Context: an optimization exercise on an open-source flow, tuned for small area. The choices shown serve that exercise and are no tape-out recipe.
In this exercise RTL edits were held to simulation tests only and were not proved equivalent to the original.
Power is estimated from default activity; no workload was simulated.

--- config.mk ---
export PLATFORM = sky130hd
export DESIGN_NAME = fcr_top
export DESIGN_NICKNAME = fcr_top
export VERILOG_FILES = /design/flow/design.v
export SDC_FILE = /design/flow/constraint.sdc
export NUM_CORES = 4
export LEC_CHECK = 0
export CAP_MARGIN = 20
export CORE_MARGIN = 2
export CORE_UTILIZATION = 40
export PLACE_DENSITY = 0.6
export SLEW_MARGIN = 20
--- constraint.sdc ---
create_clock -name core_clock -period 7.0 [get_ports {clk}]
set_input_delay 1.4000 -clock core_clock [delete_from_list [all_inputs] [get_ports {clk}]]
set_output_delay 1.4000 -clock core_clock [all_outputs]
set_load 0.01 [all_outputs]
--- design.v ---
module fcr_enc (
    input  wire       clk,
    input  wire       rst,
    input  wire       in_valid,
    input  wire [7:0] in_data,
    output wire       in_ready,
    output reg        err,
    output wire       out_valid,
    output reg  [7:0] out_data,
    output wire       out_last,
    input  wire       out_ready
);
    localparam [3:0] E_IDLE = 4'd0, E_START = 4'd1, E_LEN = 4'd2, E_PAY = 4'd3,
                     E_PESC = 4'd4, E_PDAT = 4'd5, E_CESC = 4'd6, E_CHK = 4'd7,
                     E_END = 4'd8;
    reg [3:0] state;
    reg [7:0] left;
    reg [7:0] sum;           
    reg [7:0] data;
    function needs_esc(input [7:0] b);
        needs_esc = (b == 8'h03) || (b == 8'h10);
    endfunction
    assign in_ready  = (state == E_IDLE) || (state == E_PAY);
    assign out_valid = !in_ready;
    assign out_last  = (state == E_END);
    always @(*) begin
        case (state)
            E_START: out_data = 8'h02;
            E_PESC:  out_data = 8'h10;
            E_PDAT:  out_data = data;
            E_CESC:  out_data = 8'h10;
            E_END:   out_data = 8'h03;
            default: out_data = sum;
        endcase
    end
    always @(posedge clk) begin
        if (rst) begin
            state <= E_IDLE;
            err   <= 1'b0;
        end else begin
            err <= 1'b0;
            case (state)
                E_IDLE:
                    if (in_valid) begin
                        if (in_data == 8'd0)
                            err <= 1'b1;
                        else
                            state <= E_START;
                    end
                E_START:
                    if (out_ready) state <= E_LEN;
                E_LEN:
                    if (out_ready) state <= E_PAY;
                E_PAY:
                    if (in_valid) state <= needs_esc(in_data) ? E_PESC : E_PDAT;
                E_PESC:
                    if (out_ready) state <= E_PDAT;
                E_PDAT:
                    if (out_ready) begin
                        if (left == 8'd0)
                            state <= needs_esc(sum) ? E_CESC : E_CHK;
                        else
                            state <= E_PAY;
                    end
                E_CESC:
                    if (out_ready) state <= E_CHK;
                E_CHK:
                    if (out_ready) state <= E_END;
                E_END:
                    if (out_ready) state <= E_IDLE;
                default:
                    state <= E_IDLE;
            endcase
        end
    end
    always @(posedge clk) begin
        if (state == E_IDLE) begin
            left <= in_data;
            sum  <= in_data;
        end else if (state == E_PAY && in_valid) begin
            data <= in_data;
            sum  <= sum + in_data;
            left <= left - 8'd1;
        end
    end
endmodule
module fcr_rx_chan (
    input  wire        clk,
    input  wire        rst,
    input  wire        rd_start,
    input  wire [15:0] rd_natt,
    input  wire [15:0] rd_explen,
    input  wire        rx_valid,
    input  wire [7:0]  rx_data,
    input  wire        rx_empty,
    output wire        rx_ready,
    output reg         pl_valid,
    output wire [7:0]  pl_data,
    output reg         pl_clear,
    output wire        done,
    output wire        rc_frame,
    output wire [1:0]  dstat,
    output wire [9:0]  dlen,
    output wire [9:0]  raw_cnt,
    output wire        f_lenerr,
    output wire        f_ovf,
    output wire        f_resync,
    output wire [7:0]  d_len,
    output wire [7:0]  d_chk
);
    localparam [7:0] START_MARKER = 8'h02;
    localparam [7:0] END_MARKER   = 8'h03;
    localparam [7:0] ESCAPE       = 8'h10;
    reg [1:0]  st;
    reg [9:0]  cnt;          
    reg        esc;          
    reg        started;      
    reg [15:0] att;          
    reg [9:0]  explen;       
    reg        explen_hi;    
    reg        fo, fr;
    reg [9:0]  n;            
    reg [7:0]  sum;          
    reg [7:0]  p1, p2, p3;   
    reg [7:0]  lenb;         
    wire active = (st == 2'b01);
    assign rx_ready = active;
    assign done     = st[1];
    wire start      = rd_start && !active;
    wire take_byte  = active && rx_valid;
    wire take_empty = active && !rx_valid && rx_empty;
    wire b_start = (rx_data == START_MARKER);
    wire b_end   = (rx_data == END_MARKER);
    wire b_esc   = (rx_data == ESCAPE);
    wire is_resync = b_start && (cnt != 10'd0) && !started;
    wire is_ovf    = (cnt == 10'd515);
    wire restart   = is_resync || is_ovf;
    wire k0        = restart || (cnt == 10'd0);
    wire [9:0] nk  = restart ? 10'd0 : n;
    wire started_k = k0 ? b_start : started;
    wire cls_len   = !k0 && (cnt == 10'd1) && started;
    wire cls_start = k0 && b_start;
    wire plain     = !cls_len && !cls_start && !(esc && !restart);
    wire cls_esc   = plain && b_esc;
    wire cls_end   = plain && b_end;
    wire append    = !cls_esc;
    always @(posedge clk) begin
        if (rst) begin
            st       <= 2'b00;
            pl_valid <= 1'b0;
            pl_clear <= 1'b0;
        end else begin
            pl_valid <= take_byte && append && started_k && (nk >= 10'd4);
            pl_clear <= start || (take_byte && is_ovf && !is_resync);
            if (start)
                st <= (rd_natt == 16'd0) ? 2'b10 : 2'b01;
            else if (take_byte && cls_end)
                st <= 2'b11;
            else if (take_empty && att == 16'd1)
                st <= 2'b10;
        end
    end
    always @(posedge clk) begin
        if (start) begin
            cnt       <= 10'd0;
            esc       <= 1'b0;
            fo        <= 1'b0;
            fr        <= 1'b0;
            n         <= 10'd0;
            att       <= rd_natt;
            explen    <= rd_explen[9:0];
            explen_hi <= |rd_explen[15:10];
        end else if (take_byte) begin
            if (is_resync) fr <= 1'b1;
            else if (is_ovf) fo <= 1'b1;
            cnt     <= k0 ? 10'd1 : cnt + 10'd1;
            started <= started_k;
            esc     <= cls_esc;
            if (append) begin
                n  <= nk + 10'd1;
                p1 <= rx_data;
                p2 <= p1;
                p3 <= p2;
                sum <= (nk < 10'd3) ? 8'd0 : sum + p2;
                if (nk == 10'd1)
                    lenb <= rx_data;
            end else begin
                n <= nk;
            end
        end else if (take_empty) begin
            att <= att - 16'd1;
        end
    end
    wire short = (n < 10'd5);
    wire ok    = !short && started && st[0] && (sum == p2);
    assign pl_data  = p3;
    assign rc_frame = st[0];
    assign dstat    = short ? 2'd1 : (!started || !st[0]) ? 2'd3 : (sum != p2) ? 2'd2 : 2'd0;
    assign dlen     = ok ? n : 10'd0;
    assign raw_cnt  = cnt;
    assign f_lenerr = st[0] && (explen_hi || (cnt != explen));
    assign f_ovf    = fo;
    assign f_resync = fr;
    assign d_len    = ok ? lenb : 8'd0;
    assign d_chk    = ok ? p2 : 8'd0;
endmodule
module fcr_top (
    input  wire        clk,
    input  wire        rst,
    input  wire        enc_valid,
    input  wire [7:0]  enc_data,
    output wire        enc_ready,
    output wire        enc_err,
    output wire        wire_valid,
    output wire [7:0]  wire_data,
    output wire        wire_last,
    input  wire        wire_ready,
    input  wire [15:0] rd_natt,
    input  wire [15:0] rd_explen,
    input  wire [3:0]  rd_start,
    input  wire [3:0]  rx_valid,
    input  wire [31:0] rx_data,
    input  wire [3:0]  rx_empty,
    output wire [3:0]  rx_ready,
    output wire [3:0]  pl_valid,
    output wire [31:0] pl_data,
    output wire [3:0]  pl_clear,
    output wire [3:0]  rx_done,
    output wire [3:0]  rc_frame,
    output wire [7:0]  dstat,
    output wire [39:0] dlen,
    output wire [39:0] raw_cnt,
    output wire [3:0]  f_lenerr,
    output wire [3:0]  f_ovf,
    output wire [3:0]  f_resync,
    output wire [31:0] d_len,
    output wire [31:0] d_chk
);
    localparam N_CH = 4;
    fcr_enc u_enc (
        .clk       (clk),
        .rst       (rst),
        .in_valid  (enc_valid),
        .in_data   (enc_data),
        .in_ready  (enc_ready),
        .err       (enc_err),
        .out_valid (wire_valid),
        .out_data  (wire_data),
        .out_last  (wire_last),
        .out_ready (wire_ready)
    );
    genvar c;
    generate
        for (c = 0; c < N_CH; c = c + 1) begin : g_ch
            fcr_rx_chan u_ch (
                .clk      (clk),
                .rst      (rst),
                .rd_start (rd_start[c]),
                .rd_natt  (rd_natt),
                .rd_explen  (rd_explen),
                .rx_valid (rx_valid[c]),
                .rx_data  (rx_data[8*c +: 8]),
                .rx_empty (rx_empty[c]),
                .rx_ready (rx_ready[c]),
                .pl_valid (pl_valid[c]),
                .pl_data  (pl_data[8*c +: 8]),
                .pl_clear (pl_clear[c]),
                .done     (rx_done[c]),
                .rc_frame (rc_frame[c]),
                .dstat    (dstat[2*c +: 2]),
                .dlen     (dlen[10*c +: 10]),
                .raw_cnt  (raw_cnt[10*c +: 10]),
                .f_lenerr   (f_lenerr[c]),
                .f_ovf    (f_ovf[c]),
                .f_resync (f_resync[c]),
                .d_len    (d_len[8*c +: 8]),
                .d_chk    (d_chk[8*c +: 8])
            );
        end
    endgenerate
endmodule
--- run.sh ---
#!/bin/bash
# synth_recipe.tcl (not shown) runs the flow's synth.tcl, then flattens the netlist and writes it again
# the make line also repeats each setting of config.mk as NAME=value (left out here)
make -C /OpenROAD-flow-scripts/flow DESIGN_CONFIG=/design/flow/config.mk WORK_HOME=/design/flow/orfs CLKGATE_MAP_FILE= SYNTH_SCRIPT=/design/flow/synth_recipe.tcl finish
==> flow_summary.yaml, run 1 <==
grt:
  grt_max_degree: 51
  grt_pass1_wl_um: 86000
  antenna_found_initial: 1
  track_usage: 0.203
  grt_pass1_vias: 15329
  globalRouteOverflowTotal: 0
timing:
  hold_slack_ns: 0.404
  max_freq_mhz: 205
  min_period_ns: 4.87
  finalClockSkew_ns: 0.0157
  grt_setup_unrepaired: "false"
  relSlewSlack: 0.387
  worst_slack_ns: 2.13
  finalCritPeriodShare: 0.696
  tns_ns: 0
  tightestPinTransition_ns: 0.913
  hold_violations: 0
  setup_viol: 0
  finalMaxSlewViolations: 0
final_layout:
  postLayoutCellArea_um2: 25800
  stdcell_count: 2957
  diodes: 0
  nets: 2400
  fin_util: 0.504
  final-seq-area_um2: 11200
  final_cell_mix: "clkdlybuf4s50_1, edfxtp_1, nand2_1"
  drive_above_1_share: 0.0483
  multi_input_area_um2: 8790
  fill_cells: 4594
  areaGrowthSynthToFinish_pct: 24.7
  layout_commonest_cell: "clkdlybuf4s50_1"
floorplan:
  dieArea_um2: 53600
  start_util: 0.404
  num_io_pins: 316
  dieWidth_um: 231
  die_h_um: 231
  core_um2: 51200
  std_cell_rows: 83
clock_network:
  cts_tree: "done"
  clock_latency_ns: 0.59
  cts-root-buf: "clkbuf_16"
  cts.clk_slew.worst_paths_ns: 0.06
  clock_path_buffers: 3
  post_cts_buffers: 0
  numCtsBuffers: 46
  cts.sinks: 409
  cts_resized: 0
  h-tree-depth: 2
  postCtsHoldBufs: 0
drt:
  vias: 15731
  drc_errors: 0
  viasPerCell: 5.32
  routedWlPerCell_um: 18.6
  firstDrtPassIters: 5
  drtAntennaViolNets: 0
  routed_wl_um: 55100
  drt_iter0_drc: 986
synth:
  yosysSeqAreaShare: 0.539
  syn_area_um2: 20700
  yosysUniqueCellTypes: 78
  syn-instance-count: 1958
  syn-num-nets: 2119
  postSynthAreaPerCell_um2: 10.6
  synth_seq_cells: 409
  async_flop_share: 0
  yosys_most_used_dff: "edfxtp_1"
  yosysWarnings: 2
  synth-edff-count: 296
flow_run:
  drv_cap: 0
power_and_ir_drop:
  p_leak_nw: 9.16
  power_mw: 6.32
  ir_drop_mv: 0.205
  powerDensity_nw_per_um2: 245
outcome:
  status: "finished clean"
place:
  routabilityCongestion: 0.863
  dpl.hpwl_um: 40100
  dpl.cell_count: 2871
  io_buffer_count: 315
  placed_area_um2: 24300
  place_ws_ns: 2.13
setup_path:
  critPathRequiredTime_ns: 5.60
  critPathCaptureType: "primary output"
  crit_chain: "ha_1 > nor4_1 > nand3_1 > nor3_1 > buf_4 > and2_1 > clkdlybuf4s50_1"
  arrival_ns: 3.47
  critical_path.max_stage_delay_ns: 0.61
  critPathBufInv: 2
  slowest_stage: "nor3_1"
  cp-start-kind: "flip-flop"
  cp_top_family: "simple AND/OR/NAND/NOR gates"
  critPathKind: "reg -> out"
  cp_max_fo: 15
min_path:
  hold_class: "reg -> reg"
## cell usage after synthesis (56+ instances only)
library cell,n,area share
o21ai_0,83,0.020
dfxtp_1,113,0.11
inv_1,73,0.013
xor2_1,89,0.038
a21oi_1,63,0.015
and2_1,109,0.033
edfxtp_1,296,0.43
clkbuf_1,56,0.010
xnor2_1,75,0.032
nor3_1,65,0.016
nor2_1,168,0.030
ha_1,68,0.041
nor4_1,62,0.019
nand3_1,56,0.014
nand2_1,178,0.032
## cells by family after synthesis
kind of cell | after synthesis | synth area share
AND/OR/NAND/NOR | 815 | 0.205
buffers and inverters | 174 | 0.0377
AO/OA/AOI/OAI | 312 | 0.0976
multiplexers | 11 | 0.00532
XOR/XNOR | 164 | 0.0694
flip-flops | 409 | 0.539
adder cells (fa/ha/maj) | 73 | 0.0460
## area by class of cell
class | instances | share of cell area
clock buffers | 61 | 0.0484
clock inverters | 25 | 0.00853
inverters | 78 | 0.0113
multi-input cells | 1375 | 0.341
flip-flops and latches | 409 | 0.432
well taps | 680 | 0.0330
repair buffers | 329 | 0.126
## state kept, by name, summed over array words and instances, names as in the netlist, 32 cells and up
| register | count |
|---|---|
| g_ch.u_ch.explen | 40 |
| g_ch.u_ch.cnt | 40 |
| g_ch.u_ch.n | 40 |
| g_ch.u_ch.p2 | 32 |
| g_ch.u_ch.p3 | 32 |
| g_ch.u_ch.p1 | 32 |
| g_ch.u_ch.sum | 32 |
| g_ch.u_ch.lenb | 32 |
| g_ch.u_ch.att | 64 |
## power by group
| part | internal, mW | switching (mW) |
|---|---|---|
| clock | 1.37 | 0.998 |
| combinational | 0.419 | 0.547 |
| sequential | 2.82 | 0.160 |
## worst paths after layout
| check | startpoint | to | slack, ns | depth (start not counted) |
|---|---|---|---|---|
| worst max-delay path | g_ch[1].u_ch.p2[2] | d_chk[11] | 2.13 | 7 |
| worst min-delay path | g_ch[0].u_ch.p1[6] | g_ch[0].u_ch.p2[6] | 0.40 | 0 |
| worst max register to register | g_ch[0].u_ch.cnt[6] | g_ch[0].u_ch.lenb[4] | 3.68 | 8 |
| worst min register to register | g_ch[0].u_ch.p1[6] | g_ch[0].u_ch.p2[6] | 0.40 | 0 |
## per-layer routing
layer / GRT usage / share of wire / up-vias
met5: 0 / 0 / -
met4: 0.0593 / 0.021 / 0
met3: 0.0279 / 0.051 / 66
met2: 0.334 / 0.48 / 410
met1: 0.280 / 0.45 / 7616
li1: - / - / 7639
==> inputs of run 2 (changes only) <==
--- a/design.v
+++ b/design.v
@@ -73,15 +73,12 @@
             endcase
         end
     end
-    always @(posedge clk) begin
-        if (state == E_IDLE) begin
-            left <= in_data;
-            sum  <= in_data;
-        end else if (state == E_PAY && in_valid) begin
+    wire take_pay = (state == E_PAY) && in_valid;
+    always @(posedge clk) begin
+        left <= (state == E_IDLE) ? in_data : left - {7'd0, take_pay};
+        sum  <= (state == E_IDLE) ? in_data : sum + (take_pay ? in_data : 8'd0);
+        if (take_pay)
             data <= in_data;
-            sum  <= sum + in_data;
-            left <= left - 8'd1;
-        end
     end
 endmodule
 module fcr_rx_chan (
@@ -133,24 +130,28 @@
     wire b_end   = (rx_data == END_MARKER);
     wire b_esc   = (rx_data == ESCAPE);
     wire is_resync = b_start && (cnt != 10'd0) && !started;
-    wire is_ovf    = (cnt == 10'd515);
+    wire is_ovf    = cnt[9] && cnt[1] && cnt[0];
     wire restart   = is_resync || is_ovf;
     wire k0        = restart || (cnt == 10'd0);
-    wire [9:0] nk  = restart ? 10'd0 : n;
     wire started_k = k0 ? b_start : started;
     wire cls_len   = !k0 && (cnt == 10'd1) && started;
     wire cls_start = k0 && b_start;
     wire plain     = !cls_len && !cls_start && !(esc && !restart);
     wire cls_esc   = plain && b_esc;
     wire cls_end   = plain && b_end;
-    wire append    = !cls_esc;
+    wire app       = take_byte && !cls_esc;        
+    wire tr        = take_byte && restart;         
+    wire [9:0] nk  = restart ? 10'd0 : n;
+    wire [9:0]  cnt_inc = cnt + {9'd0, take_byte};
+    wire [9:0]  n_inc   = n + {9'd0, app};
+    wire [15:0] att_dec = att - {15'd0, take_empty};
     always @(posedge clk) begin
         if (rst) begin
             st       <= 2'b00;
             pl_valid <= 1'b0;
             pl_clear <= 1'b0;
         end else begin
-            pl_valid <= take_byte && append && started_k && (nk >= 10'd4);
+            pl_valid <= app && started_k && (nk >= 10'd4);
             pl_clear <= start || (take_byte && is_ovf && !is_resync);
             if (start)
                 st <= (rd_natt == 16'd0) ? 2'b10 : 2'b01;
@@ -161,34 +162,28 @@
         end
     end
     always @(posedge clk) begin
+        cnt <= start ? 10'd0 : tr ? 10'd1 : cnt_inc;
+        n   <= start ? 10'd0 : tr ? {9'd0, app} : n_inc;
+        att <= start ? rd_natt : att_dec;
+        fo  <= !start && (fo || (take_byte && is_ovf && !is_resync));
+        fr  <= !start && (fr || (take_byte && is_resync));
+        p3  <= p2;
+        sum <= (app && nk < 10'd3) ? 8'd0 : sum + (app ? p2 : 8'd0);
+    end
+    always @(posedge clk) begin
         if (start) begin
-            cnt       <= 10'd0;
             esc       <= 1'b0;
-            fo        <= 1'b0;
-            fr        <= 1'b0;
-            n         <= 10'd0;
-            att       <= rd_natt;
             explen    <= rd_explen[9:0];
             explen_hi <= |rd_explen[15:10];
         end else if (take_byte) begin
-            if (is_resync) fr <= 1'b1;
-            else if (is_ovf) fo <= 1'b1;
-            cnt     <= k0 ? 10'd1 : cnt + 10'd1;
             started <= started_k;
             esc     <= cls_esc;
-            if (append) begin
-                n  <= nk + 10'd1;
+            if (!cls_esc) begin
                 p1 <= rx_data;
                 p2 <= p1;
-                p3 <= p2;
-                sum <= (nk < 10'd3) ? 8'd0 : sum + p2;
                 if (nk == 10'd1)
                     lenb <= rx_data;
-            end else begin
-                n <= nk;
             end
-        end else if (take_empty) begin
-            att <= att - 16'd1;
         end
     end
     wire short = (n < 10'd5);
--- a/config.mk
+++ b/config.mk
@@ -7,6 +7,7 @@
 export LEC_CHECK = 0
 export CAP_MARGIN = 20
 export CORE_MARGIN = 2
-export CORE_UTILIZATION = 40
-export PLACE_DENSITY = 0.6
+export CORE_UTILIZATION = 70
+export CTS_BUF_LIST = sky130_fd_sc_hd__clkbuf_4
+export PLACE_DENSITY = 0.8
 export SLEW_MARGIN = 20
==> flow_summary.yaml, run 2 <==
floorplan:
  std_cell_rows: 60
  dieArea_um2: 28400
  core_um2: 26800
  start_util: 0.708
  dieWidth_um: 169
  die_h_um: 169
  num_io_pins: 316
final_layout:
  areaGrowthSynthToFinish_pct: 23.9
  stdcell_count: 2691
  drive_above_1_share: 0.0891
  final-seq-area_um2: 9710
  final_cell_mix: "clkdlybuf4s50_1, dfxtp_1, nor2_1"
  fill_cells: 1392
  largest_reg_flops: 64
  multi_input_area_um2: 8560
  layout_commonest_cell: "clkdlybuf4s50_1"
  nets: 2417
  regMostFlops: "g_ch.u_ch.att"
  postLayoutCellArea_um2: 23500
drt:
  drc_errors: 0
  routed_wl_um: 48900
  viasPerCell: 5.81
  routedWlPerCell_um: 18.2
  vias: 15645
  drt_iter0_drc: 1345
  drtAntennaViolNets: 0
  firstDrtPassIters: 5
synth:
  async_flop_share: 0
  synth.largest_area_cell: "dfxtp_1"
  synth_top_area_frac: 0.271
  yosysUniqueCellTypes: 74
  syn_area_um2: 19000
  yosys_most_used_dff: "dfxtp_1"
  synth_seq_cells: 409
  postSynthAreaPerCell_um2: 9.88
  synth_common_cells: "dfxtp_1, nor2_1, edfxtp_1, nand2_1, and2_1"
  yosysWarnings: 2
  synth.most_common_cell: "dfxtp_1"
  syn-num-nets: 2074
  syn-instance-count: 1920
  synth-edff-count: 152
  synthTopCellsByArea: "dfxtp_1, edfxtp_1, xnor2_1, and2_1, nor2_1"
  yosysSeqAreaShare: 0.512
timing:
  relSlewSlack: 0.320
  finalMaxSlewViolations: 0
  grt_setup_unrepaired: "false"
  hold_slack_ns: 0.394
  setup_viol: 0
  min_period_ns: 5.38
  finalCritPeriodShare: 0.768
  hold_violations: 0
  finalClockSkew_ns: 0.0399
  max_freq_mhz: 186
  tightestPinTransition_ns: 1.02
  tns_ns: 0
setup_path:
  critPathKind: "reg -> out"
  cp-start-kind: "flip-flop"
  cp_max_fo: 19
  r2r_start: "g_ch[3].u_ch.st[0]"
  reg2reg_to: "g_ch[3].u_ch.sum[6]"
  r2r_slack_ns: 2.84
  arrival_ns: 3.98
  critPathCaptureType: "primary output"
  critPathRequiredTime_ns: 5.60
  reg2reg_depth: 18
clock_network:
  h-tree-depth: 3
  cts-root-buf: "clkbuf_4"
  cts.sinks: 409
  cts_resized: 0
  clock_path_buffers: 3
  cts_tree: "done"
  post_cts_buffers: 0
  numCtsBuffers: 99
  cts.clk_slew.worst_paths_ns: 0.07
  postCtsHoldBufs: 0
  clock_latency_ns: 0.73
grt:
  busiest_layer: "met2"
  track_usage: 0.332
  grtUsageMet1: 0.419
  grt_pass1_vias: 15254
  antenna_found_initial: 5
  grt_use_met2: 0.572
  globalRouteOverflowTotal: 0
  grt_max_degree: 44
  grt_use_met3: 0.0484
  grt_pass1_wl_um: 75700
min_path:
  hp-start: "g_ch[1].u_ch.p1[1]"
  holdPathEnd: "g_ch[1].u_ch.p2[1]"
  hold_class: "reg -> reg"
  hold_depth: 0
place:
  placed_area_um2: 22200
  dpl.cell_count: 2503
  routabilityCongestion: 0.908
  dpl.hpwl_um: 33800
  io_buffer_count: 315
power_and_ir_drop:
  power_mw: 6.16
  p_leak_nw: 9.00
  powerDensity_nw_per_um2: 262
  ir_drop_mv: 0.337
outcome:
  status: "finished clean"
flow_run:
  drv_cap: 0
==> run 2: changes by cell type after synthesis, sizes merged, moves of 12 or more <==
cell | previous run | this run
xnor2 | 75 | 115
and2 | 109 | 136
dfxtp | 113 | 257
nand2 | 178 | 148
nor2 | 168 | 220
nand3 | 56 | 80
edfxtp | 296 | 152
clkbuf | 56 | 43
o21ai | 115 | 103
a21oi | 66 | 47
nand4 | 39 | 18
==> run 2: final cells by class <==
cell class,count,area share
diodes,4,0.000426
clock buffers,156,0.0498
well taps,341,0.0182
inverters,71,0.0113
repair buffers,325,0.137
flip-flops and latches,409,0.413
clock inverters,28,0.00575
multi-input cells,1357,0.364
==> run 2: worst max path at each step <==
stage                             from                   to
floorplan                   rx_data[2]  g_ch[0].u_ch.sum[6]
global placement           rx_data[26]  g_ch[3].u_ch.sum[7]
detailed placement         rx_data[26]  g_ch[3].u_ch.sum[7]
CTS                 g_ch[2].u_ch.p2[3]            d_len[21]
global route        g_ch[2].u_ch.p2[3]            d_len[16]
finish              g_ch[2].u_ch.p2[5]            d_len[21]
==> run 2: where the power goes <==
group	switching, mW	internal (mW)
combinational	0.614	0.557
sequential	0.248	2.73
clock	0.956	1.05
total	1.82	4.34
==> run 2: per-layer routing <==
metal  share of wire  routed length [um]
met5               0                   0
met4           0.037                1810
met3           0.066                3220
met2            0.50               24300
met1            0.40               19600
==> run 2: cell families after synthesis <==
logic type	share of synthesized area
multiplexers	0.00106
flip-flops	0.512
adder cells (fa/ha/maj)	0.0455
buffers and inverters	0.0377
AND/OR/NAND/NOR	0.231
XOR/XNOR	0.0965
AO/OA/AOI/OAI	0.0766
==> run 2: critical path, cell delays in order (launching register included) <==
cell             delay (ns)
edfxtp_1               0.45
xor2_1                 0.18
nor4_1                 0.29
nand4_1                0.16
nor4_2                 0.53
nor2b_1                0.81
and2_1                 0.24
clkdlybuf4s50_1        0.57
==> run 2: per-stage QoR <==
stage	worst slack [ns]	utilization
5_1_grt	1.22	0.877
3_3_place_gp	1.66	0.828
6_report	1.62	0.877
3_5_place_dp	1.46	0.828
4_1_cts	1.49	0.877
2_1_floorplan	2.12	-
==> inputs of run 3 (changes only) <==
==> flow/run.sh (new file) <==
#!/bin/bash
# Standard ORFS layout with smaller port buffers and no CTS dummy loads.
set -euo pipefail
cd "$(dirname "$0")/.."
export BUFFER_PORTS_ARGS="-buffer_cell sky130_fd_sc_hd__buf_1"
export CTS_ARGS="-sink_clustering_enable -repair_clock_nets -dont_use_dummy_load -buf_list sky130_fd_sc_hd__clkbuf_4"
bash standard.sh > standard_make.log 2>&1
cp -r orfs/logs flow_logs 2>/dev/null || true
==> standard.sh (new file) <==
#!/bin/bash
# synth_recipe.tcl (not shown) runs the flow's synth.tcl, then flattens the netlist and writes it again
# the make line also repeats each setting of config.mk as NAME=value (left out here)
make -C /OpenROAD-flow-scripts/flow DESIGN_CONFIG=/design/flow/config.mk WORK_HOME=/design/flow/orfs CLKGATE_MAP_FILE= SYNTH_SCRIPT=/design/flow/synth_recipe.tcl "${@:-finish}"
--- a/config.mk
+++ b/config.mk
@@ -8,6 +8,5 @@
 export CAP_MARGIN = 20
 export CORE_MARGIN = 2
 export CORE_UTILIZATION = 70
-export CTS_BUF_LIST = sky130_fd_sc_hd__clkbuf_4
 export PLACE_DENSITY = 0.8
 export SLEW_MARGIN = 20
removed: run.sh
==> flow_summary.yaml, run 3 <==
floorplan:
  std_cell_rows: 60
  die_h_um: 169
  num_io_pins: 316
  dieArea_um2: 28400
  dieWidth_um: 169
  start_util: 0.708
  core_um2: 26800
clock_network:
  cts_resized: 0
  numCtsBuffers: 100
  postCtsHoldBufs: 0
  cts_tree: "done"
  clock_latency_ns: 0.73
  cts-root-buf: "clkbuf_4"
  cts.sinks: 409
  h-tree-depth: 3
  clock_path_buffers: 3
  cts.clk_slew.worst_paths_ns: 0.07
  post_cts_buffers: 0
final_layout:
  stdcell_count: 2606
  largest_reg_flops: 64
  postLayoutCellArea_um2: 21000
  fill_cells: 1954
  regMostFlops: "g_ch.u_ch.att"
  nets: 2419
  drive_above_1_share: 0.0654
  final_cell_mix: "buf_1, dfxtp_1, nor2_1"
  fin_util: 0.783
  layout_commonest_cell: "buf_1"
  areaGrowthSynthToFinish_pct: 10.6
drt:
  drtAntennaViolNets: 0
  firstDrtPassIters: 5
  drt_iter0_drc: 1084
  vias: 14922
  viasPerCell: 5.73
  routed_wl_um: 43800
  routedWlPerCell_um: 16.8
  drc_errors: 0
timing:
  finalClockSkew_ns: 0.0860
  grt_setup_unrepaired: "false"
  finalMaxSlewViolations: 0
  finalCritPeriodShare: 0.725
  tightestPinTransition_ns: 0.997
  hold_slack_ns: 0.377
  relSlewSlack: 0.334
  hold_violations: 0
  worst_slack_ns: 1.93
  setup_viol: 0
  min_period_ns: 5.07
  tns_ns: 0
  max_freq_mhz: 197
grt:
  antenna_found_initial: 2
  grt_pass1_wl_um: 69200
  grt_max_degree: 44
  globalRouteOverflowTotal: 0
  grt_pass1_vias: 14418
  track_usage: 0.302
synth:
  synth_seq_cells: 409
  syn-instance-count: 1920
  yosysWarnings: 2
  syn_area_um2: 19000
  yosysSeqAreaShare: 0.512
  synth.largest_area_cell: "dfxtp_1"
  syn-num-nets: 2074
  synthTopCellsByArea: "dfxtp_1, edfxtp_1, xnor2_1, and2_1, nor2_1"
  yosysUniqueCellTypes: 74
  synth_common_cells: "dfxtp_1, nor2_1, edfxtp_1, nand2_1, and2_1"
  synth_top_area_frac: 0.271
  synth-edff-count: 152
  yosys_most_used_dff: "dfxtp_1"
  async_flop_share: 0
  synth.most_common_cell: "dfxtp_1"
  postSynthAreaPerCell_um2: 9.88
place:
  dpl.cell_count: 2504
  dpl.hpwl_um: 32000
  routabilityCongestion: 0.926
  place_ws_ns: 1.85
  placed_area_um2: 20200
  io_buffer_count: 315
power_and_ir_drop:
  power_mw: 5.48
  powerDensity_nw_per_um2: 261
  ir_drop_mv: 0.210
  p_leak_nw: 7.91
setup_path:
  critical_path.max_stage_delay_ns: 0.82
  critPathRequiredTime_ns: 5.60
  cp_max_fo: 19
  critPathCaptureType: "primary output"
  crit_chain: "xor2_1 > nor4_1 > nand4_1 > nor4_2 > nor2b_1 > and2_1 > buf_1"
  cp-start-kind: "flip-flop"
  arrival_ns: 3.67
  slowest_stage: "nor2b_1"
  reg2reg_depth: 15
  critPathKind: "reg -> out"
min_path:
  hold_depth: 0
  hold_class: "reg -> reg"
outcome:
  status: "finished clean"
flow_run:
  drv_cap: 0
==> run 3: cell counts after synthesis <==
No cell type changed its count.
==> run 3: worst max-delay path: cells and delay by family (launching register included) <==
family / cells / cell delay, ns
xor gates and xnor gates: 1 / 0.19
buffers and inverters: 1 / 0.16
and+or+nand+nor: 5 / 2.13
DFF: 1 / 0.45
==> run 3: kinds of logic (layout without fill, tap and decap cells) <==
family,after synthesis,in the layout,share of synthesized area
adders and majority gates,66,66,0.0455
muxes,2,2,0.00106
buffers and inverters,154,497,0.0377
and+or+nand+nor,845,845,0.231
DFF,409,409,0.512
AOI/OAI and AO/OA,235,235,0.0766
xor gates and xnor gates,209,209,0.0965
other,0,2,0
==> run 3: routing by layer <==
layer  global-route usage  vias up  share of wire
met5                    0        -              0
met4                0.127        0          0.028
met3               0.0489       90          0.057
met2                0.502      468           0.48
met1                0.398     7029           0.44
li1                     -     7335              -
==> run 3: path summary, 6_finish.rpt <==
| path | slack, ns | from | to |
|---|---|---|---|
| worst max-delay path | 1.93 | g_ch[2].u_ch.p2[3] | d_len[16] |
| worst min-delay path | 0.38 | g_ch[0].u_ch.p1[0] | g_ch[0].u_ch.p2[0] |
| worst max register to register | 2.98 | g_ch[3].u_ch.cnt[5] | g_ch[3].u_ch.sum[6] |
| worst min register to register | 0.38 | g_ch[0].u_ch.p1[0] | g_ch[0].u_ch.p2[0] |
==> run 3: power breakdown <==
part / internal (mW) / switching, mW / leakage, nW / total, mW
logic: 0.453 / 0.600 / 3.93 / 1.05
clock network: 0.645 / 0.805 / 0.460 / 1.45
registers: 2.74 / 0.240 / 3.52 / 2.98
==> run 3: final cells by class <==
| cell class | instances | area, um2 | area share |
|---|---|---|---|
| flip-flops and latches | 409 | 9710 | 0.463 |
| multi-input cells | 1357 | 8560 | 0.408 |
| repair buffers | 326 | 1260 | 0.0603 |
| clock buffers | 100 | 751 | 0.0358 |
| well taps | 341 | 427 | 0.0203 |
| inverters | 71 | 267 | 0.0127 |
| diodes | 2 | 5.00 | 0.000238 |
==> inputs of run 4 (changes only) <==
==> flow/run.sh (replaced) <==
#!/bin/bash
# Standard ORFS layout with smaller port buffers, a sparser clock tree with
# no dummy loads, and power recovery (downsizing of non-critical gates).
set -euo pipefail
cd "$(dirname "$0")/.."
export BUFFER_PORTS_ARGS="-buffer_cell sky130_fd_sc_hd__buf_1"
export CTS_ARGS="-sink_clustering_enable -repair_clock_nets -dont_use_dummy_load -buf_list sky130_fd_sc_hd__clkbuf_4 -sink_clustering_size 10 -sink_clustering_max_diameter 40"
export RECOVER_POWER=100
bash standard.sh > standard_make.log 2>&1
cp -r orfs/logs flow_logs 2>/dev/null || true
==> flow_summary.yaml, run 4 <==
outcome:
  status: "complete, but fails checks"
  violations: "capacitance limit, slew limit"
timing:
  finalClockSkew_ns: 0.0646
  setup_viol: 0
  tightestPinTransition_ns: 1.76
  relSlewSlack: -0.175
  min_period_ns: 5.43
  finalCritPeriodShare: 0.776
  hold_violations: 0
  finalMaxSlewViolations: 53
  max_freq_mhz: 184
  tns_ns: 0
  grt_setup_unrepaired: "false"
final_layout:
  nets: 2371
  areaGrowthSynthToFinish_pct: 8.03
  final-seq-area_um2: 9710
  regMostFlops: "g_ch.u_ch.att"
  multi_input_area_um2: 8470
  final_cell_mix: "buf_1, dfxtp_1, nor2_1"
  drive_above_1_share: 0.0330
  largest_reg_flops: 64
  fill_cells: 2021
  layout_commonest_cell: "buf_1"
  postLayoutCellArea_um2: 20500
synth:
  syn_area_um2: 19000
  yosysSeqAreaShare: 0.512
  yosys.area_share.simple: 0.231
  synth_compound_area_frac: 0.0766
  synthTopCellsByArea: "dfxtp_1, edfxtp_1, xnor2_1, and2_1, nor2_1"
  synth-edff-count: 152
  synth.most_common_cell: "dfxtp_1"
  postSynthAreaPerCell_um2: 9.88
  yosysWarnings: 2
  synth.largest_area_cell: "dfxtp_1"
  synth.area.mux_share: 0.00106
  synth_top_family_by_area: "simple AND/OR/NAND/NOR gates"
  yosys_most_used_dff: "dfxtp_1"
  synth_common_cells: "dfxtp_1, nor2_1, edfxtp_1, nand2_1, and2_1"
  synth_top_area_frac: 0.271
  synth_seq_cells: 409
  syn-instance-count: 1920
  yosysUniqueCellTypes: 74
  synth_xor_xnor_area_share: 0.0965
  async_flop_share: 0
  synthAdderAreaFrac: 0.0455
  syn-num-nets: 2074
clock_network:
  numCtsBuffers: 52
  cts.sinks: 409
  clock_latency_ns: 0.72
  postCtsHoldBufs: 0
  clock_path_buffers: 3
  post_cts_buffers: 0
  cts-root-buf: "clkbuf_4"
  cts_resized: 0
  h-tree-depth: 2
  cts.clk_slew.worst_paths_ns: 0.10
  cts_tree: "done"
power_and_ir_drop:
  powerDensity_nw_per_um2: 247
  p_leak_nw: 7.53
  ir_drop_mv: 0.196
drt:
  routedWlPerCell_um: 16.8
  vias: 14731
  routed_wl_um: 43000
  firstDrtPassIters: 5
  drt_iter0_drc: 963
  viasPerCell: 5.76
  drtAntennaViolNets: 0
  drc_errors: 0
setup_path:
  critPathCaptureType: "primary output"
  cp_max_fo: 19
  crit_top_cell: "nor4_1"
  critPathRequiredTime_ns: 5.60
  critical_path.max_stage_delay_ns: 0.92
  slowest_stage: "nor4_1"
  crit_chain: "xor2_1 > nor4_1 > nand4_1 > nor4_1 > nor2b_1 > and2_0 > buf_1"
  critPathBufInv: 1
  cp_top_family: "simple AND/OR/NAND/NOR gates"
  arrival_ns: 4.03
  cp-start-kind: "flip-flop"
  critPathKind: "reg -> out"
place:
  dpl.hpwl_um: 32000
  routabilityCongestion: 0.926
  io_buffer_count: 315
  placed_area_um2: 20200
floorplan:
  dieWidth_um: 169
  start_util: 0.708
  std_cell_rows: 60
  die_h_um: 169
  num_io_pins: 316
  dieArea_um2: 28400
  core_um2: 26800
grt:
  track_usage: 0.298
  globalRouteOverflowTotal: 0
  grt_pass1_wl_um: 68500
  antenna_found_initial: 2
  grt_max_degree: 44
  grt_pass1_vias: 13916
flow_run:
  drv_cap: 2
min_path:
  hold_class: "reg -> reg"
-- run 4: changes by cell type in the layout (fill, tap and decap cells not counted), sizes merged --
cell and delta:
clkbuf -21, buf -27
-- run 4: worst reg2reg max path, cell delays in order, from the launching register on --
cell       delay, ns
dfxtp_1         0.54
nand2b_1        0.15
inv_1           0.09
nand2_1         0.14
inv_1           0.20
nand4_1         0.14
a2bb2oi_1       0.16
o31a_1          0.15
inv_1           0.63
and2_0          0.23
ha_1            0.18
inv_1           0.06
fa_1            0.38
nor2b_1         0.16
o21ai_0         0.12
a21oi_1         0.20
o21ai_0         0.14
nor3b_1         0.17
nor3_1          0.17
-- run 4: final timing paths --
kind | from | to | slack [ns] | depth (start not counted)
worst max-delay path | g_ch[2].u_ch.p2[3] | d_len[20] | 1.57 | 7
worst min-delay path | g_ch[0].u_ch.p1[1] | g_ch[0].u_ch.p2[1] | 0.39 | 0
worst max register to register | g_ch[3].u_ch.st[0] | g_ch[3].u_ch.sum[6] | 2.90 | 18
worst min register to register | g_ch[0].u_ch.p1[1] | g_ch[0].u_ch.p2[1] | 0.39 | 0
-- run 4: final cells by class --
| class | count | area share |
|---|---|---|
| diodes | 2 | 0.000244 |
| clock buffers | 52 | 0.0190 |
| inverters | 71 | 0.0130 |
| multi-input cells | 1357 | 0.413 |
| flip-flops and latches | 409 | 0.474 |
| well taps | 341 | 0.0208 |
| repair buffers | 326 | 0.0599 |
-- run 4: power by group --
part / total [mW] / switching, mW / internal, mW
sequential: 2.97 / 0.238 / 2.73
clock: 1.06 / 0.717 / 0.341
combinational: 1.03 / 0.593 / 0.441
-- run 4: routing by layer --
layer  global-route usage  wire, um  vias to the layer above
met1                0.405     18700                     6967
li1                     -         -                     7218
met3               0.0397      2630                       76
met4               0.0926      1080                        0
met5                    0         0                        -
met2                0.502     20600                      470
-- run 4: cell families after synthesis --
kind of cell             count (synthesis)
AO/OA/AOI/OAI                          235
XOR/XNOR                               209
adder cells (fa/ha/maj)                 66
AND/OR/NAND/NOR                        845
buffers and inverters                  154
multiplexers                             2
flip-flops                             409
-- run 4: stage by stage --
step	utilization	instances	hold slack, ns	power (mW)	setup slack (ns)
floorplan	-	1920	0.395	3.76	2.12
global placement	0.755	2504	0.401	4.01	2.01
detailed placement	0.755	2504	0.405	4.07	1.85
CTS	0.769	2556	0.389	5.10	1.95
global route	0.765	2558	0.392	5.35	1.14
finish	0.765	2558	0.387	5.06	1.57
==> inputs of run 5 (changes only) <==
==> flow/run.sh (replaced) <==
#!/bin/bash
# Standard ORFS layout, with: the standard flow's synthesis but an area-oriented ABC script,
# smaller port buffers, a sparser clock tree with no dummy loads.
set -euo pipefail
cd "$(dirname "$0")/.."
W=$(pwd)
export FLOW_SYNTH_TCL=$W/synth_recipe.tcl
export MY_ABC_SCRIPT=$W/flow/area.abc
sed "s#SYNTH_SCRIPT=[^ ]*synth_recipe.tcl#SYNTH_SCRIPT=$W/flow/my_synth.tcl#" standard.sh > my_standard.sh
grep -q "SYNTH_SCRIPT=$W/flow/my_synth.tcl" my_standard.sh
export BUFFER_PORTS_ARGS="-buffer_cell sky130_fd_sc_hd__buf_1"
export CTS_ARGS="-sink_clustering_enable -repair_clock_nets -dont_use_dummy_load -buf_list sky130_fd_sc_hd__clkbuf_4 -sink_clustering_size 10 -sink_clustering_max_diameter 40"
bash my_standard.sh > standard_make.log 2>&1
cp -r orfs/logs flow_logs 2>/dev/null || true
==> flow/area.abc (new file) <==
&get -n
&st
&syn2
&dch -f
&nf -R 1000 -p
&st
&syn2
&dch -f
&nf -R 1000 -p
&st
&syn2
&dch -f
&nf -R 1000 -p
&put
==> flow/my_synth.tcl (new file) <==
# The standard synthesis (synth_recipe.tcl), with ABC's technology mapping
# run from an area-oriented script (flow/area.abc) instead of ORFS's speed script.
proc abc {args} {
  set i [lsearch -exact $args -script]
  if {$i >= 0} { lset args [expr {$i + 1}] $::env(MY_ABC_SCRIPT) }
  yosys abc {*}$args
}
source $::env(FLOW_SYNTH_TCL)
==> flow_summary.yaml, run 5 <==
drt:
  drc_errors: 0
  routed_wl_um: 43700
  drtAntennaViolNets: 0
  viasPerCell: 5.88
  vias: 14591
  firstDrtPassIters: 5
  drt_iter0_drc: 1224
  routedWlPerCell_um: 17.6
setup_path:
  arrival_ns: 5.36
  r2r_slack_ns: 2.72
  critPathCaptureType: "flip-flop"
  reg2reg_depth: 18
  cp_top_family: "compound AO/OA/AOI/OAI gates"
  slowest_stage: "nor3_1"
  r2r_start: "g_ch[0].u_ch.cnt[2]"
  crit_top_cell: "a21oi_1"
  critPathKind: "in -> reg"
  critical_path.max_stage_delay_ns: 0.34
  critPathRequiredTime_ns: 7.62
  cp-start-kind: "input port"
  crit_chain: "buf_1 > nor3_1 > and3b_1 > nand2_1 > nor3_1 > nor2b_1 > a22oi_1 > a21oi_2 > buf_4 > and2_0 > ha_1 > a21oi_1 > o21bai_1 > a21oi_1 > o21bai_1 > a21oi_1 > xnor2_1 > a21oi_1 > a311oi_1"
  cp_max_fo: 17
  path_depth: 19
  critPathBufInv: 2
  reg2reg_to: "g_ch[0].u_ch.sum[7]"
timing:
  relSlewSlack: 0.295
  hold_violations: 0
  finalMaxSlewViolations: 0
  grt_setup_unrepaired: "false"
  min_period_ns: 4.74
  hold_slack_ns: 0.391
  tns_ns: 0
  finalClockSkew_ns: 0.0578
  tightestPinTransition_ns: 1.05
  setup_viol: 0
  max_freq_mhz: 211
  finalCritPeriodShare: 0.677
power_and_ir_drop:
  powerDensity_nw_per_um2: 249
  p_leak_nw: 7.64
  ir_drop_mv: 0.223
synth:
  synth_top_area_frac: 0.284
  synth.most_common_cell: "dfxtp_1"
  async_flop_share: 0
  syn-num-nets: 1950
  postSynthAreaPerCell_um2: 10.1
  synthTopCellsByArea: "dfxtp_1, edfxtp_1, xnor2_1, nor2_1, ha_1"
  synth_compound_area_frac: 0.0871
  yosys_most_used_dff: "dfxtp_1"
  synth.largest_area_cell: "dfxtp_1"
  syn_area_um2: 18100
  syn-instance-count: 1796
  synth.area.mux_share: 0.000622
  synth_common_cells: "dfxtp_1, nor2_1, edfxtp_1, nand2_1, and3_1"
  synth-edff-count: 152
  yosysUniqueCellTypes: 53
  synthAdderAreaFrac: 0.0477
  yosysSeqAreaShare: 0.536
  yosysWarnings: 2
  synth_xor_xnor_area_share: 0.0822
  synth_top_family_by_area: "simple AND/OR/NAND/NOR gates"
  synth_seq_cells: 409
  yosys.area_share.simple: 0.214
grt:
  grt_pass1_vias: 13721
  globalRouteOverflowTotal: 0
  grt_max_degree: 38
  grt_pass1_wl_um: 67700
  antenna_found_initial: 2
  track_usage: 0.312
final_layout:
  areaGrowthSynthToFinish_pct: 10.7
  fin_util: 0.792
  drive_above_1_share: 0.0367
  stdcell_count: 2481
  final_cell_mix: "buf_1, dfxtp_1, nor2_1"
  largest_reg_flops: 64
  fill_cells: 1795
  layout_commonest_cell: "buf_1"
  nets: 2306
  postLayoutCellArea_um2: 20000
  regMostFlops: "g_ch.u_ch.att"
outcome:
  status: "finished clean"
clock_network:
  post_cts_buffers: 0
  postCtsHoldBufs: 0
  cts.sinks: 409
  h-tree-depth: 2
  cts.clk_slew.worst_paths_ns: 0.10
  cts_resized: 0
  cts_tree: "done"
  clock_path_buffers: 3
  cts-root-buf: "clkbuf_4"
  clock_latency_ns: 0.72
  numCtsBuffers: 51
floorplan:
  dieWidth_um: 165
  std_cell_rows: 58
  num_io_pins: 316
  start_util: 0.715
  dieArea_um2: 27200
  die_h_um: 165
  core_um2: 25300
place:
  dpl.hpwl_um: 32200
  io_buffer_count: 315
  placed_area_um2: 19700
  routabilityCongestion: 0.894
  dpl.cell_count: 2429
min_path:
  holdPathEnd: "g_ch[3].u_ch.p3[5]"
  hold_class: "reg -> reg"
  hold_depth: 0
  hp-start: "g_ch[3].u_ch.p2[5]"
flow_run:
  drv_cap: 0
## run 5: cell type report
class	instances	area (um2)	share of cell area
inverter	92	345	0.0172
multi-input combinational	1263	7860	0.392
clock buffer	51	383	0.0191
antenna	1	2.50	0.000125
sequential	409	9710	0.484
timing repair buffer	335	1330	0.0665
tap	330	413	0.0206
## run 5: worst register-to-register path, cell delays in order (launching register included)
cell	delay [ns]
dfxtp_1	0.39
nor4_1	0.30
nand3_1	0.15
nor2_1	0.15
nor3_1	0.10
nor2b_1	0.23
a22oi_1	0.18
a21oi_2	0.53
buf_4	0.33
and2_0	0.17
ha_1	0.26
a21oi_1	0.26
o21bai_1	0.11
a21oi_1	0.27
o21bai_1	0.09
a21oi_1	0.19
xnor2_1	0.17
a21oi_1	0.06
a311oi_1	0.25
## run 5: per-stage QoR
stage | setup slack, ns | total power [mW]
after floorplan | 1.74 | 3.64
after global placement | 1.91 | 3.91
after detailed placement | 1.58 | 3.96
after CTS | 2.33 | 4.99
after global routing | 1.90 | 5.25
final | 2.26 | 4.98
## run 5: layer usage
layer,share of wire,GRT usage,wire (um),vias to the layer above
met5,0.00030,0,13,-
met4,0.032,0.109,1400,2
met3,0.076,0.0462,3300,116
met2,0.47,0.514,20600,592
met1,0.42,0.425,18300,6840
li1,-,-,-,7041
## run 5: how the worst max path moves through the flow
stage                            from                  end
after floorplan            rx_data[5]  g_ch[0].u_ch.sum[7]
after global placement    rx_data[21]  g_ch[2].u_ch.sum[7]
after detailed placement   rx_data[5]  g_ch[0].u_ch.sum[7]
after CTS                  rx_data[5]  g_ch[0].u_ch.sum[7]
after global routing      rx_data[31]  g_ch[3].u_ch.sum[7]
final                      rx_data[5]  g_ch[0].u_ch.sum[7]
## run 5: power by group
group          internal (mW)  switching, mW  leakage [nW]
registers               2.73          0.234          3.52
logic                  0.403          0.562          3.88
clock network          0.334          0.721         0.235
## run 5: cell families after synthesis
| group | Yosys count |
|---|---|
| and+or+nand+nor | 767 |
| DFF | 409 |
| AOI/OAI and AO/OA | 259 |
| xor gates and xnor gates | 170 |
| buffers and inverters | 124 |
| adders and majority gates | 66 |
| muxes | 1 |
==> inputs of run 6 (changes only) <==
--- a/flow/run.sh
+++ b/flow/run.sh
@@ -1,11 +1,13 @@
 #!/bin/bash
-# Standard ORFS layout, with: the standard flow's synthesis but an area-oriented ABC script,
+# Standard ORFS layout, with: the standard flow's synthesis but an area-oriented ABC script
+# and ripple-carry adders (flow/lcu_ripple.v) in place of Kogge-Stone,
 # smaller port buffers, a sparser clock tree with no dummy loads.
 set -euo pipefail
 cd "$(dirname "$0")/.."
 W=$(pwd)
 export FLOW_SYNTH_TCL=$W/synth_recipe.tcl
 export MY_ABC_SCRIPT=$W/flow/area.abc
+export SYNTH_OPERATIONS_ARGS="-extra-map $W/flow/lcu_ripple.v"
 sed "s#SYNTH_SCRIPT=[^ ]*synth_recipe.tcl#SYNTH_SCRIPT=$W/flow/my_synth.tcl#" standard.sh > my_standard.sh
 grep -q "SYNTH_SCRIPT=$W/flow/my_synth.tcl" my_standard.sh
 export BUFFER_PORTS_ARGS="-buffer_cell sky130_fd_sc_hd__buf_1"
==> flow/area.abc (replaced) <==
strash
&get -n
&st
&syn2
&dch -f
&nf -R 1000 -p
&put
mfs2
&get -n
&st
&syn2
&dch -f
&nf -R 1000 -p
&put
mfs2
&get -n
&st
&dch -f
&nf -R 1000 -p
&put
==> flow/lcu_ripple.v (new file) <==
(* techmap_celltype = "$lcu" *)
module _80_lcu_ripple (P, G, CI, CO);
	parameter WIDTH = 2;

	(* force_downto *)
	input [WIDTH-1:0] P, G;
	input CI;

	(* force_downto *)
	output [WIDTH-1:0] CO;

	integer i;
	(* force_downto *)
	reg [WIDTH-1:0] co;
	reg c;

	wire [1023:0] _TECHMAP_DO_ = "proc; opt -fast";

	always @* begin
		c = CI;
		for (i = 0; i < WIDTH; i = i + 1) begin
			c = G[i] | (P[i] & c);
			co[i] = c;
		end
	end

	assign CO = co;
endmodule
==> flow_summary.yaml, run 6 <==
synth:
  synth_top_area_frac: 0.291
  synthTopCellsByArea: "dfxtp_1, edfxtp_1, ha_1, nor2b_1, fa_1"
  async_flop_share: 0
  synth_common_cells: "dfxtp_1, edfxtp_1, ha_1, nor2_1, clkinv_1"
  yosys_most_used_dff: "dfxtp_1"
  syn-num-nets: 1856
  synth.largest_area_cell: "dfxtp_1"
  postSynthAreaPerCell_um2: 11.1
  yosysWarnings: 2
  syn-instance-count: 1594
  syn_area_um2: 17700
  synth-edff-count: 152
  yosysSeqAreaShare: 0.549
  synth_seq_cells: 409
  synth.most_common_cell: "dfxtp_1"
  yosysUniqueCellTypes: 49
clock_network:
  clock_latency_ns: 0.69
  h-tree-depth: 2
  cts.sinks: 409
  postCtsHoldBufs: 0
  cts-root-buf: "clkbuf_4"
  clock_path_buffers: 3
  numCtsBuffers: 50
  post_cts_buffers: 0
  cts_tree: "done"
  cts.clk_slew.worst_paths_ns: 0.10
  cts_resized: 0
place:
  place_ws_ns: 0.218
  routabilityCongestion: 0.926
  dpl.hpwl_um: 30000
  io_buffer_count: 315
  dpl.cell_count: 2223
grt:
  grt_pass1_vias: 12500
  grt_max_degree: 53
  antenna_found_initial: 2
  globalRouteOverflowTotal: 0
  track_usage: 0.298
  grt_pass1_wl_um: 62500
final_layout:
  drive_above_1_share: 0.0365
  final-seq-area_um2: 9710
  fill_cells: 1739
  final_cell_mix: "buf_1, dfxtp_1, edfxtp_1"
  areaGrowthSynthToFinish_pct: 10.7
  multi_input_area_um2: 7330
  regMostFlops: "g_ch.u_ch.att"
  layout_commonest_cell: "buf_1"
  stdcell_count: 2277
  nets: 2207
  largest_reg_flops: 64
floorplan:
  start_util: 0.709
  die_h_um: 163
  dieArea_um2: 26600
  std_cell_rows: 58
  core_um2: 25000
  dieWidth_um: 163
  num_io_pins: 316
min_path:
  hold_depth: 0
  hold_class: "reg -> reg"
  hp-start: "g_ch[1].u_ch.p2[4]"
  holdPathEnd: "g_ch[1].u_ch.p3[4]"
drt:
  drtAntennaViolNets: 0
  routed_wl_um: 39600
  routedWlPerCell_um: 17.4
  firstDrtPassIters: 5
  drt_iter0_drc: 761
  vias: 12920
  drc_errors: 0
  viasPerCell: 5.67
timing:
  tns_ns: 0
  max_freq_mhz: 165
  grt_setup_unrepaired: "false"
  relSlewSlack: 0.407
  hold_slack_ns: 0.382
  finalClockSkew_ns: 0.0479
  setup_viol: 0
  hold_violations: 0
  min_period_ns: 6.07
  tightestPinTransition_ns: 0.888
  finalCritPeriodShare: 0.867
  worst_slack_ns: 0.932
  finalMaxSlewViolations: 0
setup_path:
  r2r_start: "g_ch[3].u_ch.cnt[0]"
  reg2reg_to: "g_ch[3].u_ch.sum[7]"
  critPathKind: "in -> reg"
  arrival_ns: 6.67
  reg2reg_depth: 17
  cp-start-kind: "input port"
  cp_max_fo: 9
  critPathRequiredTime_ns: 7.60
  critPathCaptureType: "flip-flop"
  r2r_slack_ns: 1.46
power_and_ir_drop:
  power_mw: 4.77
  p_seq_frac: 0.618
  ir_drop_mv: 0.207
  powerDensity_nw_per_um2: 244
  p_switching_mw: 1.39
  p_int_mw: 3.38
  switching_share: 0.291
  clkPwrFrac: 0.216
  comb_power_share: 0.166
  p_leak_nw: 8.12
outcome:
  status: "finished clean"
flow_run:
  drv_cap: 0
-- run 6: cell count changes in the layout (fill, tap and decap cells not counted), moves of 28 or more --
cell | before | now
and3_1 | 103 | 57
and2_0 | 34 | 74
nor2b_1 | 39 | 100
ha_1 | 61 | 144
nand2_1 | 134 | 94
nand3_1 | 51 | 23
xnor2_1 | 100 | 40
nor2_1 | 212 | 139
o21ai_0 | 80 | 41
xor2_1 | 70 | 24
-- run 6: worst max-delay path by stage --
stage | cells past startpoint | to | slack [ns] | startpoint
after CTS | 21 | g_ch[2].u_ch.sum[7] | 0.95 | rx_data[23]
after floorplan | 20 | g_ch[2].u_ch.sum[7] | 0.80 | rx_data[23]
after global routing | 21 | g_ch[2].u_ch.sum[7] | 0.47 | rx_data[23]
final | 21 | g_ch[2].u_ch.sum[7] | 0.93 | rx_data[23]
after global placement | 21 | g_ch[2].u_ch.sum[7] | 0.41 | rx_data[23]
after detailed placement | 21 | g_ch[2].u_ch.sum[7] | 0.22 | rx_data[23]
-- run 6: stage by stage --
| stage | utilization | cell area [um2] |
|---|---|---|
| 3_3_place_gp | 0.769 | 19200 |
| 6_report | 0.784 | 19600 |
| 4_1_cts | 0.784 | 19600 |
| 2_1_floorplan | - | 17700 |
| 3_5_place_dp | 0.769 | 19200 |
| 5_1_grt | 0.784 | 19600 |
-- run 6: cell type report --
class,count,area share
multi-input cells,1036,0.374
well taps,330,0.0211
flip-flops and latches,409,0.496
clock buffers,50,0.0192
repair buffers,331,0.0665
diodes,4,0.000511
inverters,117,0.0224
-- run 6: worst max-delay path, stage by stage --
cell      delay (ns)
buf_1           0.09
nor3_1          0.26
and3b_1         0.22
nand2_1         0.07
nor3_1          0.26
nor2b_1         0.14
a32oi_1         0.22
nand2_1         0.08
nand2_1         0.20
clkinv_1        0.26
and2_0          0.24
ha_1            0.21
fa_1            0.41
fa_1            0.43
fa_1            0.43
fa_1            0.42
fa_1            0.42
fa_1            0.41
xor2_1          0.18
a21oi_1         0.06
a311oi_1        0.23
-- run 6: metal layers --
metal	global-route usage	wire, um
met5	0	0
met4	0.121	1580
met1	0.393	16500
met2	0.497	18800
met3	0.0461	2720
-- run 6: power by group through the flow --
stage,sequential [mW],clock [mW],combinational [mW]
4_1_cts,2.95,1.05,0.792
5_1_grt,2.98,1.15,0.907
6_report,2.95,1.03,0.790
2_1_floorplan,2.94,0,0.550
3_5_place_dp,3.00,0,0.786
3_3_place_gp,2.99,0,0.741
-- run 6: cell families (layout without fill, tap and decap cells) --
logic type,after synthesis,count (layout),synth area share
AO/OA/AOI/OAI,187,187,0.0640
XOR/XNOR,64,64,0.0317
adder cells (fa/ha/maj),174,174,0.136
buffers and inverters,149,498,0.0384
flip-flops,409,409,0.549
multiplexers,2,2,0.00127
other,0,4,0
AND/OR/NAND/NOR,609,609,0.180
==> inputs of run 7 (changes only) <==
--- a/config.mk
+++ b/config.mk
@@ -7,6 +7,6 @@
 export LEC_CHECK = 0
 export CAP_MARGIN = 20
 export CORE_MARGIN = 2
-export CORE_UTILIZATION = 70
-export PLACE_DENSITY = 0.8
+export CORE_UTILIZATION = 77
+export PLACE_DENSITY = 0.86
 export SLEW_MARGIN = 20
==> flow_summary.yaml, run 7 <==
min_path:
  hold_class: "reg -> reg"
  hold_depth: 0
  holdPathEnd: "g_ch[1].u_ch.p3[7]"
  hp-start: "g_ch[1].u_ch.p2[7]"
setup_path:
  cp-start-kind: "input port"
  cp_max_fo: 9
  arrival_ns: 6.90
  reg2reg_to: "g_ch[2].u_ch.sum[7]"
  r2r_slack_ns: 1.25
  critPathKind: "in -> reg"
  critical_path.max_stage_delay_ns: 0.44
  critPathRequiredTime_ns: 7.61
  critPathCaptureType: "flip-flop"
  slowest_stage: "fa_1"
  r2r_start: "g_ch[2].u_ch.cnt[9]"
  reg2reg_depth: 20
  crit_top_cell: "fa_1"
  crit_chain: "buf_1 > nor3_1 > and3b_1 > nand2_1 > nor3_1 > nor2b_1 > a32oi_1 > nand2_1 > nand2_1 > clkinv_1 > and2_0 > ha_1 > fa_1 > fa_1 > fa_1 > fa_1 > fa_1 > fa_1 > xor2_1 > a21oi_1 > a311oi_1"
floorplan:
  core_um2: 22600
  die_h_um: 156
  dieArea_um2: 24200
  std_cell_rows: 55
  dieWidth_um: 156
  num_io_pins: 316
  start_util: 0.784
synth:
  yosys_most_used_dff: "dfxtp_1"
  synth_top_area_frac: 0.291
  synth.most_common_cell: "dfxtp_1"
  postSynthAreaPerCell_um2: 11.1
  synthTopCellsByArea: "dfxtp_1, edfxtp_1, ha_1, nor2b_1, fa_1"
  synth_common_cells: "dfxtp_1, edfxtp_1, ha_1, nor2_1, clkinv_1"
  syn-num-nets: 1856
  yosysSeqAreaShare: 0.549
  syn_area_um2: 17700
  synth.largest_area_cell: "dfxtp_1"
  synth-edff-count: 152
  yosysWarnings: 2
  yosysUniqueCellTypes: 49
  async_flop_share: 0
  synth_seq_cells: 409
  syn-instance-count: 1594
final_layout:
  final_cell_mix: "buf_1, dfxtp_1, edfxtp_1"
  layout_commonest_cell: "buf_1"
  regMostFlops: "g_ch.u_ch.att"
  drive_above_1_share: 0.0365
  largest_reg_flops: 64
  fill_cells: 1269
  nets: 2207
  areaGrowthSynthToFinish_pct: 10.3
clock_network:
  clock_path_buffers: 3
  cts_resized: 0
  cts_tree: "done"
  cts.sinks: 409
  post_cts_buffers: 0
  postCtsHoldBufs: 0
  numCtsBuffers: 49
  clock_latency_ns: 0.70
  h-tree-depth: 2
  cts-root-buf: "clkbuf_4"
  cts.clk_slew.worst_paths_ns: 0.11
place:
  io_buffer_count: 315
  place_ws_ns: 0.0434
  dpl.hpwl_um: 30400
  routabilityCongestion: 0.918
power_and_ir_drop:
  comb_power_share: 0.167
  ir_drop_mv: 0.184
  p_switching_mw: 1.40
  p_leak_nw: 8.12
  clkPwrFrac: 0.216
  p_int_mw: 3.38
  powerDensity_nw_per_um2: 245
  switching_share: 0.293
  p_seq_frac: 0.617
timing:
  worst_slack_ns: 0.701
  hold_violations: 0
  tightestPinTransition_ns: 0.900
  max_freq_mhz: 159
  setup_viol: 0
  tns_ns: 0
  grt_setup_unrepaired: "false"
  finalCritPeriodShare: 0.900
  finalClockSkew_ns: 0.0573
  min_period_ns: 6.30
  finalMaxSlewViolations: 0
  relSlewSlack: 0.399
grt:
  track_usage: 0.336
  grt_max_degree: 53
  globalRouteOverflowTotal: 0
  grt_pass1_vias: 12815
  grt_pass1_wl_um: 64100
  antenna_found_initial: 3
outcome:
  status: "finished clean"
drt:
  routed_wl_um: 40600
  drt_iter0_drc: 907
  vias: 13113
  viasPerCell: 5.88
  drc_errors: 0
  routedWlPerCell_um: 18.2
  firstDrtPassIters: 5
  drtAntennaViolNets: 0
flow_run:
  drv_cap: 0
run 7: cell types whose count changed in the layout (fill, tap and decap cells not counted):
| cell | delta |
|---|---|
| diode_2 | -1 |
| buf_4 | +1 |
| clkbuf_4 | -1 |
run 7: through the flow:
| step | cells | power (mW) | hold WS [ns] | area, um2 | util |
|---|---|---|---|---|---|
| 2_1_floorplan | 1594 | 3.49 | 0.356 | 17700 | - |
| 3_3_place_gp | 2179 | 3.72 | 0.360 | 19100 | 0.848 |
| 3_5_place_dp | 2179 | 3.79 | 0.361 | 19100 | 0.848 |
| 4_1_cts | 2228 | 4.78 | 0.383 | 19500 | 0.864 |
| 5_1_grt | 2230 | 5.02 | 0.401 | 19500 | 0.865 |
| 6_report | 2231 | 4.78 | 0.381 | 19500 | 0.865 |
run 7: logic make-up (layout without fill, tap and decap cells):
kind of cell,count (synthesis),count (layout),share of synthesized area
XOR/XNOR,64,64,0.0317
adder cells (fa/ha/maj),174,174,0.136
AND/OR/NAND/NOR,609,609,0.180
multiplexers,2,2,0.00127
buffers and inverters,149,498,0.0384
other,0,3,0
AO/OA/AOI/OAI,187,187,0.0640
flip-flops,409,409,0.549
run 7: worst max-delay path by stage:
stage,start,to,slack [ns],depth (start not counted)
after floorplan,rx_data[23],g_ch[2].u_ch.sum[7],0.80,20
after global placement,rx_data[23],g_ch[2].u_ch.sum[7],0.40,21
after detailed placement,rx_data[23],g_ch[2].u_ch.sum[7],0.04,21
after CTS,rx_data[23],g_ch[2].u_ch.sum[7],0.75,21
after global routing,rx_data[23],g_ch[2].u_ch.sum[7],0.38,21
final,rx_data[23],g_ch[2].u_ch.sum[7],0.70,21
run 7: routing by layer:
| metal | vias up | track usage | wire, um |
|---|---|---|---|
| met5 | - | 0 | 21 |
| met4 | 4 | 0.153 | 1940 |
| met3 | 144 | 0.0642 | 3060 |
| met2 | 544 | 0.572 | 20000 |
| met1 | 6198 | 0.421 | 15600 |
| li1 | 6223 | - | - |
run 7: critical path: cells and delay by family:
kind / cells / cell delay (ns)
AO/OA/AOI/OAI: 3 / 0.57
AND/OR/NAND/NOR: 8 / 1.58
buffers and inverters: 2 / 0.38
XOR/XNOR: 1 / 0.19
adder cells (fa/ha/maj): 7 / 2.78
run 7: layout make-up:
type,instances,area [um2],share of cell area
diodes,3,7.51,0.000385
clock buffers,49,368,0.0188
inverters,117,439,0.0225
multi-input cells,1036,7330,0.376
flip-flops and latches,409,9710,0.497
well taps,285,357,0.0183
repair buffers,332,1310,0.0671
run 7: power groups by stage:
stage	combinational [mW]	sequential [mW]	clock (mW)
after detailed placement	0.793	3.00	0
after floorplan	0.550	2.94	0
after global placement	0.733	2.99	0
after global routing	0.910	2.97	1.14
final	0.800	2.95	1.03
after CTS	0.799	2.94	1.04

-- re-timing with driven ports --
Ports are ideal in the flow. The routed layouts listed here were re-timed in OpenROAD.
Step 1: set_driving_cell puts a clkbuf_16 on clk and a buf_2 on each other input, an assumption about the parent block.
Step 2 adds t to the input delays and takes it off the output delays; t is the mean of the earliest and latest rising clock arrival at the registers after step 1. Input paths then give back, and output paths get back, about the clock's delay inside the block.
Three values: ideal, step 1, step 2; two values: the first two.
run	shift t [ns]	setup slack, ns	latest minus earliest clock arrival (ns)	worst slew at a driven data input, ns	pins driven straight from the clock port
run 1	0.637	2.125 / 2.067 / 2.290	0.017 / 0.017	0.06	1
run 2	0.756	1.624 / 1.577 / 1.349	0.050 / 0.051	0.09	1
run 3	0.738	1.926 / 1.879 / 1.831	0.093 / 0.093	0.10	1
run 4	0.734	1.570 / 1.522 / 1.598	0.065 / 0.065	0.09	1
run 5	0.736	2.262 / 2.286 / 1.550	0.068 / 0.068	0.08	1
run 6	0.716	0.932 / 0.958 / 0.242	0.051 / 0.052	0.08	1
run 7	0.715	0.701 / 0.725 / 0.010	0.059 / 0.059	0.09	1
The setup slack of run 5, which loses most, moves by +0.024 ns with the drivers and by -0.712 ns with both steps.
